What follows belongs to an exercise in optimizing a design on an open flow for a short achievable clock period and few clock cycles; a production flow would make more cautious choices. Power and IR drop assume default switching activity.

==> inputs of v30 <==
// flz_decomp
module flz_decomp (
    input  wire        clk,
    input  wire        rst,         
    input  wire        start,
    input  wire        abort,
    input  wire [15:0] in_off,
    input  wire [15:0] in_len,
    output wire [15:0] in_addr,
    input  wire [7:0]  in_rdata,
    output wire        out_we,
    output wire [14:0] out_waddr,
    output wire [7:0]  out_wdata,
    output wire [14:0] out_raddr,
    input  wire [7:0]  out_rdata,
    output wire [1:0]  st,
    output reg  [1:0]  err,
    output reg  [2:0]  cause,
    output reg  [15:0] op
);
Settings: LEC_CHECK=0, CAP_MARGIN=20, CORE_MARGIN=2, CORE_UTILIZATION=40, SETUP_SLACK_MARGIN=4, SLEW_MARGIN=20; clock period 6.0 ns.
run.sh (not shown) runs the stock make flow with config.mk's settings and CLKGATE_MAP_FILE= SYNTH_SCRIPT=/design/flow/synth_recipe.tcl, a recipe that flattens the netlist after the stock synthesis.
==> v38: changes against v30 <==
--- a/flow/design.v
+++ b/flow/design.v
@@ -31,13 +31,12 @@
     wire running = (st_r == ST_RUN);
     wire go      = start && !running;       
     reg  [15:0] ip;           
     reg  [15:0] fleft;        
     reg         fnz;          
-    reg  [3:0]  c_d;          
-    reg  [4:0]  l_d;          
-    reg  [3:0]  v_d;          
+    reg  [3:0]  c_occ;        
+    reg  [4:0]  l_occ;        
     reg         c_le5, c_le6, c_le7;     
     reg         l_le13, l_le14, l_le15;  
     reg         f1_v;         
     reg  [5:0]  f1_tag;       
     reg  [7:0]  iq;
@@ -58,27 +57,27 @@
     reg  [4:0]  t_hi;
     reg  [8:0]  t_n;
     reg         k_v;
     reg  [1:0]  k_type;
     reg  [8:0]  k_n;
-    reg  [8:0]  k_add;        
     reg         k_one;
     reg  [12:0] k_ofs;
     reg  [1:0]  k_err;
     reg  [2:0]  k_cause;
     reg         c1_v;
     reg  [1:0]  c1_type;
     reg  [8:0]  c1_n;
     reg         c1_one;
-    reg  [8:0]  c1_src_lo;    
-    reg  [6:0]  c1_src_hi;    
+    reg  [14:0] c1_src;
     reg  [1:0]  c1_dsel;
     reg  [1:0]  c1_err;
     reg  [2:0]  c1_cause;
-    reg         c1_hi_gt, c1_hi_eq, c1_lo_ge;    
+    reg         c1_uf;
+    reg         c1_ovf;
     reg         c_stop;
     reg  [15:0] op_p;         
+    reg  [15:0] space;        
     reg  [1:0]  x_mode;
     reg  [8:0]  x_cnt;
     reg         x_last;       
     reg  [14:0] x_rp;
     reg  [1:0]  x_dsel;
@@ -97,25 +96,25 @@
     assign out_waddr = op[14:0];
     assign out_wdata = w_data;
     wire        fetch   = running && fnz &&
                           ((iq_v && f1_v)  ? (c_le5 && l_le13) :
                            (iq_v || f1_v)  ? (c_le6 && l_le14) : (c_le7 && l_le15));
-    wire [3:0]  cq_occ  = c_d + {3'd0, v_d[3]} + {3'd0, v_d[2]} + {3'd0, v_d[1]} + {3'd0, v_d[0]};
-    wire [4:0]  lq_occ  = l_d + {4'd0, v_d[1]} + {4'd0, v_d[0]};
+    wire [3:0]  cq_occ  = (cq_w - cq_r) + {3'd0, c1_v} + {3'd0, k_v} + {3'd0, iq_v} + {3'd0, f1_v};
+    wire [4:0]  lq_occ  = (lq_w - lq_r) + {4'd0, iq_v} + {4'd0, f1_v};
     wire [5:0]  f_tag   = (fleft[15:6] != 10'd0) ? 6'd63 : (fleft[5:0] - 6'd1);
     wire [2:0]  c_len   = iq[7:5];
     wire        tr_lit  = (iq_tag <= {1'b0, iq[4:0]});
     wire        tr_sm   = (iq_tag == 6'd0);
     wire        tr_lm   = (iq_tag[5:1] == 5'd0);
     wire        t_lit   = running && iq_v && (t_st == T_LIT);
     wire        t_fin   = running && (t_st == T_CTRL) && t_end && c_le7;
-    wire        c1_uf   = c1_hi_gt || (c1_hi_eq && c1_lo_ge);
-    wire        c2_ovf  = op_p[15] && (op_p[14:0] != 15'd0);
-    wire [14:0] c1_src  = {c1_src_hi + {6'd0, c1_src_lo[8]}, c1_src_lo[7:0]};
+    wire        uflow   = ({3'd0, k_ofs} >= op_p);
+    wire        ovf     = (space[15:9] == 7'd0) && (space[8:0] < k_n);
+    wire [14:0] k_src   = op_p[14:0] + {2'b11, ~k_ofs};
     wire        c_push  = running && c1_v && !c_stop;
-    reg         lq_ne;        
-    reg         cq_ne;        
+    wire        lq_ne   = (lq_w != lq_r);
+    wire        cq_ne   = (cq_w != cq_r);
     wire        x_lpop  = (x_mode == X_LIT) && lq_ne;
     wire        x_free  = (x_mode == X_IDLE) || (x_last && ((x_mode == X_COPY) || x_lpop));
     wire        x_load  = running && x_free && cq_ne;
     wire [7:0]  d_byte  = (d_sel == D_LIT) ? d_lit :
                           (d_sel == D_MEM) ? out_rdata :
@@ -126,32 +125,28 @@
         f1_tag <= f_tag;
         iq     <= in_rdata;
         iq_v   <= f1_v;
         iq_tag <= f1_tag;
         ip     <= ip + {15'd0, fetch};
-        c_d    <= cq_w - cq_r;
-        l_d    <= lq_w - lq_r;
-        v_d    <= {c1_v, k_v, iq_v, f1_v};
-        c_le5  <= (cq_occ <= 4'd5);
-        c_le6  <= (cq_occ <= 4'd6);
-        c_le7  <= (cq_occ <= 4'd7);
-        l_le13 <= (lq_occ <= 5'd13);
-        l_le14 <= (lq_occ <= 5'd14);
-        l_le15 <= (lq_occ <= 5'd15);
+        c_occ  <= cq_occ;
+        l_occ  <= lq_occ;
+        c_le5  <= (c_occ <= 4'd5);
+        c_le6  <= (c_occ <= 4'd6);
+        c_le7  <= (c_occ <= 4'd7);
+        l_le13 <= (l_occ <= 5'd13);
+        l_le14 <= (l_occ <= 5'd14);
+        l_le15 <= (l_occ <= 5'd15);
         if (fetch) begin
             fleft <= fleft - 16'd1;
             fnz   <= (fleft != 16'd1);
         end
         if (t_lit) begin
             lq[lq_w[3:0]] <= iq;
             lq_w     <= lq_w + 5'd1;
         end
         lq_r <= lq_r + {4'd0, x_lpop};
-        lq_ne <= ((lq_w + {4'd0, t_lit}) != (lq_r + {4'd0, x_lpop}));
-        cq_ne <= ((cq_w + {3'd0, c_push}) != (cq_r + {3'd0, x_load}));
-        k_v   <= 1'b0;
-        k_add <= 9'd0;
+        k_v <= 1'b0;
         if (running) begin
             case (t_st)
                 T_CTRL: begin
                     if (t_fin) begin
                         k_v     <= 1'b1;
@@ -177,11 +172,10 @@
                             k_v     <= 1'b1;
                             k_cause <= C_TRUNC_LIT;
                             if (tr_lit) t_st <= T_STOP;
                             else begin
                                 k_type <= K_LIT;
-                                k_add  <= {4'd0, iq[4:0]} + 9'd1;
                                 t_st   <= T_LIT;
                             end
                         end else begin
                             k_cause <= C_TRUNC_MATCH;
                             if ((c_len == 3'd7) ? tr_lm : tr_sm) begin
@@ -198,11 +192,10 @@
                 end
                 T_LO: if (iq_v) begin
                     k_v    <= 1'b1;
                     k_type <= K_MATCH;
                     k_n    <= t_n;
-                    k_add  <= t_n;
                     k_one  <= 1'b0;
                     k_ofs  <= {t_hi, iq};
                     t_st   <= T_CTRL;
                 end
                 T_LIT: if (iq_v) begin
@@ -215,33 +208,34 @@
         end
         c1_v     <= running && k_v;
         c1_type  <= k_type;
         c1_n     <= k_n;
         c1_one   <= k_one;
-        c1_src_lo <= {1'b0, op_p[7:0]} + {1'b0, ~k_ofs[7:0]};
-        c1_src_hi <= op_p[14:8] + {2'b11, ~k_ofs[12:8]};
+        c1_src   <= k_src;
         c1_dsel  <= (k_ofs == 13'd0) ? D_H1 : (k_ofs == 13'd1) ? D_H2 : D_MEM;
         c1_err   <= k_err;
         c1_cause <= k_cause;
-        c1_hi_gt <= ({3'd0, k_ofs[12:8]} >  op_p[15:8]);
-        c1_hi_eq <= ({3'd0, k_ofs[12:8]} == op_p[15:8]);
-        c1_lo_ge <= (k_ofs[7:0] >= op_p[7:0]);
-        op_p     <= op_p + {7'd0, k_add};
+        c1_uf    <= uflow;
+        c1_ovf   <= ovf;
+        if (k_v) begin
+            op_p  <= op_p + {7'd0, k_n};
+            space <= space - {7'd0, k_n};
+        end
         if (c_push) begin
             cq_cnt[cq_w[2:0]]   <= c1_n;
             cq_one[cq_w[2:0]]   <= c1_one;
             cq_rp[cq_w[2:0]]    <= c1_src;
             cq_dsel[cq_w[2:0]]  <= c1_dsel;
             cq_type[cq_w[2:0]]  <= c1_type;
             if (c1_type == K_FIN) cq_cnt[cq_w[2:0]] <= {4'd0, c1_err, c1_cause};
             if (c1_type == K_FIN) c_stop <= 1'b1;
-            if (c1_type == K_LIT && c2_ovf) begin
+            if (c1_type == K_LIT && c1_ovf) begin
                 cq_type[cq_w[2:0]]  <= K_FIN;
                 cq_cnt[cq_w[2:0]]   <= {4'd0, E_CORRUPT, C_OVERFLOW_LIT};
                 c_stop         <= 1'b1;
             end
-            if (c1_type == K_MATCH && (c1_uf || c2_ovf)) begin
+            if (c1_type == K_MATCH && (c1_uf || c1_ovf)) begin
                 cq_type[cq_w[2:0]]  <= K_FIN;
                 cq_cnt[cq_w[2:0]]   <= {4'd0, E_CORRUPT, c1_uf ? C_UNDERFLOW : C_OVERFLOW_MATCH};
                 c_stop         <= 1'b1;
             end
             cq_w <= cq_w + 4'd1;
@@ -295,27 +289,23 @@
         end
         if (rst || abort || go) begin
             f1_v   <= 1'b0;
             iq_v   <= 1'b0;
             k_v    <= 1'b0;
-            k_add  <= 9'd0;
             lq_w   <= 5'd0;
-            lq_ne  <= 1'b0;
-            cq_ne  <= 1'b0;
             lq_r   <= 5'd0;
             cq_w   <= 4'd0;
             cq_r   <= 4'd0;
             x_mode <= X_IDLE;
             d_v    <= 1'b0;
             w_v    <= 1'b0;
             t_st   <= T_STOP;
             c_stop <= 1'b1;
             c1_v   <= 1'b0;
             fnz    <= 1'b0;
-            c_d    <= 4'd0;
-            l_d    <= 5'd0;
-            v_d    <= 4'd0;
+            c_occ  <= 4'd0;
+            l_occ  <= 5'd0;
             c_le5  <= 1'b0;
             c_le6  <= 1'b0;
             c_le7  <= 1'b0;
             l_le13 <= 1'b0;
             l_le14 <= 1'b0;
@@ -343,8 +333,9 @@
             t_st    <= T_CTRL;
             t_first <= 1'b1;
             t_end   <= (in_len == 16'd0);
             c_stop  <= 1'b0;
             op_p    <= 16'd0;
+            space   <= 16'd32768;
         end
     end
 endmodule
CORE_UTILIZATION = 60   (was 40)
CTS_CLUSTER_DIAMETER = 80   (was default)
CTS_CLUSTER_SIZE = 24   (was default)
==> comparison table <==
metric                                                                            v38                      v30
Run status                                                    complete, no violations  complete, no violations
Non-CTS buffers                                                                   382                      347
Clock tree cell share of total cell area                                       0.0340                   0.0629
Violation count after the first detailed-routing iteration                       1294                     1105
Sequential portion of the cell area                                             0.508                    0.505
FF-to-FF Start                                                                 k_n[1]                x_mode[1]
Start-to-end type of the worst setup path                                  reg -> reg               reg -> out
Critical Path AT                                                              2.91 ns                  1.09 ns
Proportion of total power due to net switching                                  0.217                    0.208
Transition time at the pin with the least slew margin                        0.753 ns                 0.786 ns
Sequential standard cell area                                             18100 sq um              18100 sq um
Start point of the worst min-delay path                                     f1_tag[1]                f1_tag[4]
Via count of the routed design                                                  17800                    17200
Crit path launch                                                               k_n[1]                  st_r[1]
Critical Path End Type                                                      flip-flop           primary output
Global-route wire length before repair                                      101000 um                102000 um
Area fraction in and, or, nand and nor cells after synthesis                   0.0975                   0.0982
Internal power                                                                6.47 mW                  7.62 mW
Worst flop-to-flop path endpoint                                            space[15]                    cq_ne
# resized after CTS                                                               662                      639
No run of this note included a check of the RTL's function; only the layout flow was run.

==> port drivers added, routing unchanged <==
How much do the figures lean on ideal ports? The routed layouts below were timed once more, with nothing changed but the port constraints. Step 1 sets driving cells, clkbuf_16 on the clock port and buf_2 on the other inputs (assumed; they add their load-dependent delay and slew). Step 2, shift: input delay + t, output delay - t, t = (earliest + latest rising clock arrival at the registers) / 2. This alone moves slack from input paths to output paths. Three values: ideal ports, drivers, drivers and shift; two values: the first two.
| run | t, ns | setup slack, ns | clock arrival spread, ns | worst register clock-pin slew, ns | worst data-port slew with drivers (ns) |
|---|---|---|---|---|---|
| v30 | 0.643 | 3.711 / 3.655 / 3.429 | 0.019 / 0.018 | 0.06 / 0.06 | 0.06 |
| v38 | 0.643 | 3.608 / 3.608 / 3.412 | 0.029 / 0.029 | 0.10 / 0.10 | 0.06 |
After both steps every run listed still meets setup and hold. The setup slack of v30, which loses most, moves by -0.056 ns with the drivers and by -0.282 ns with both steps.
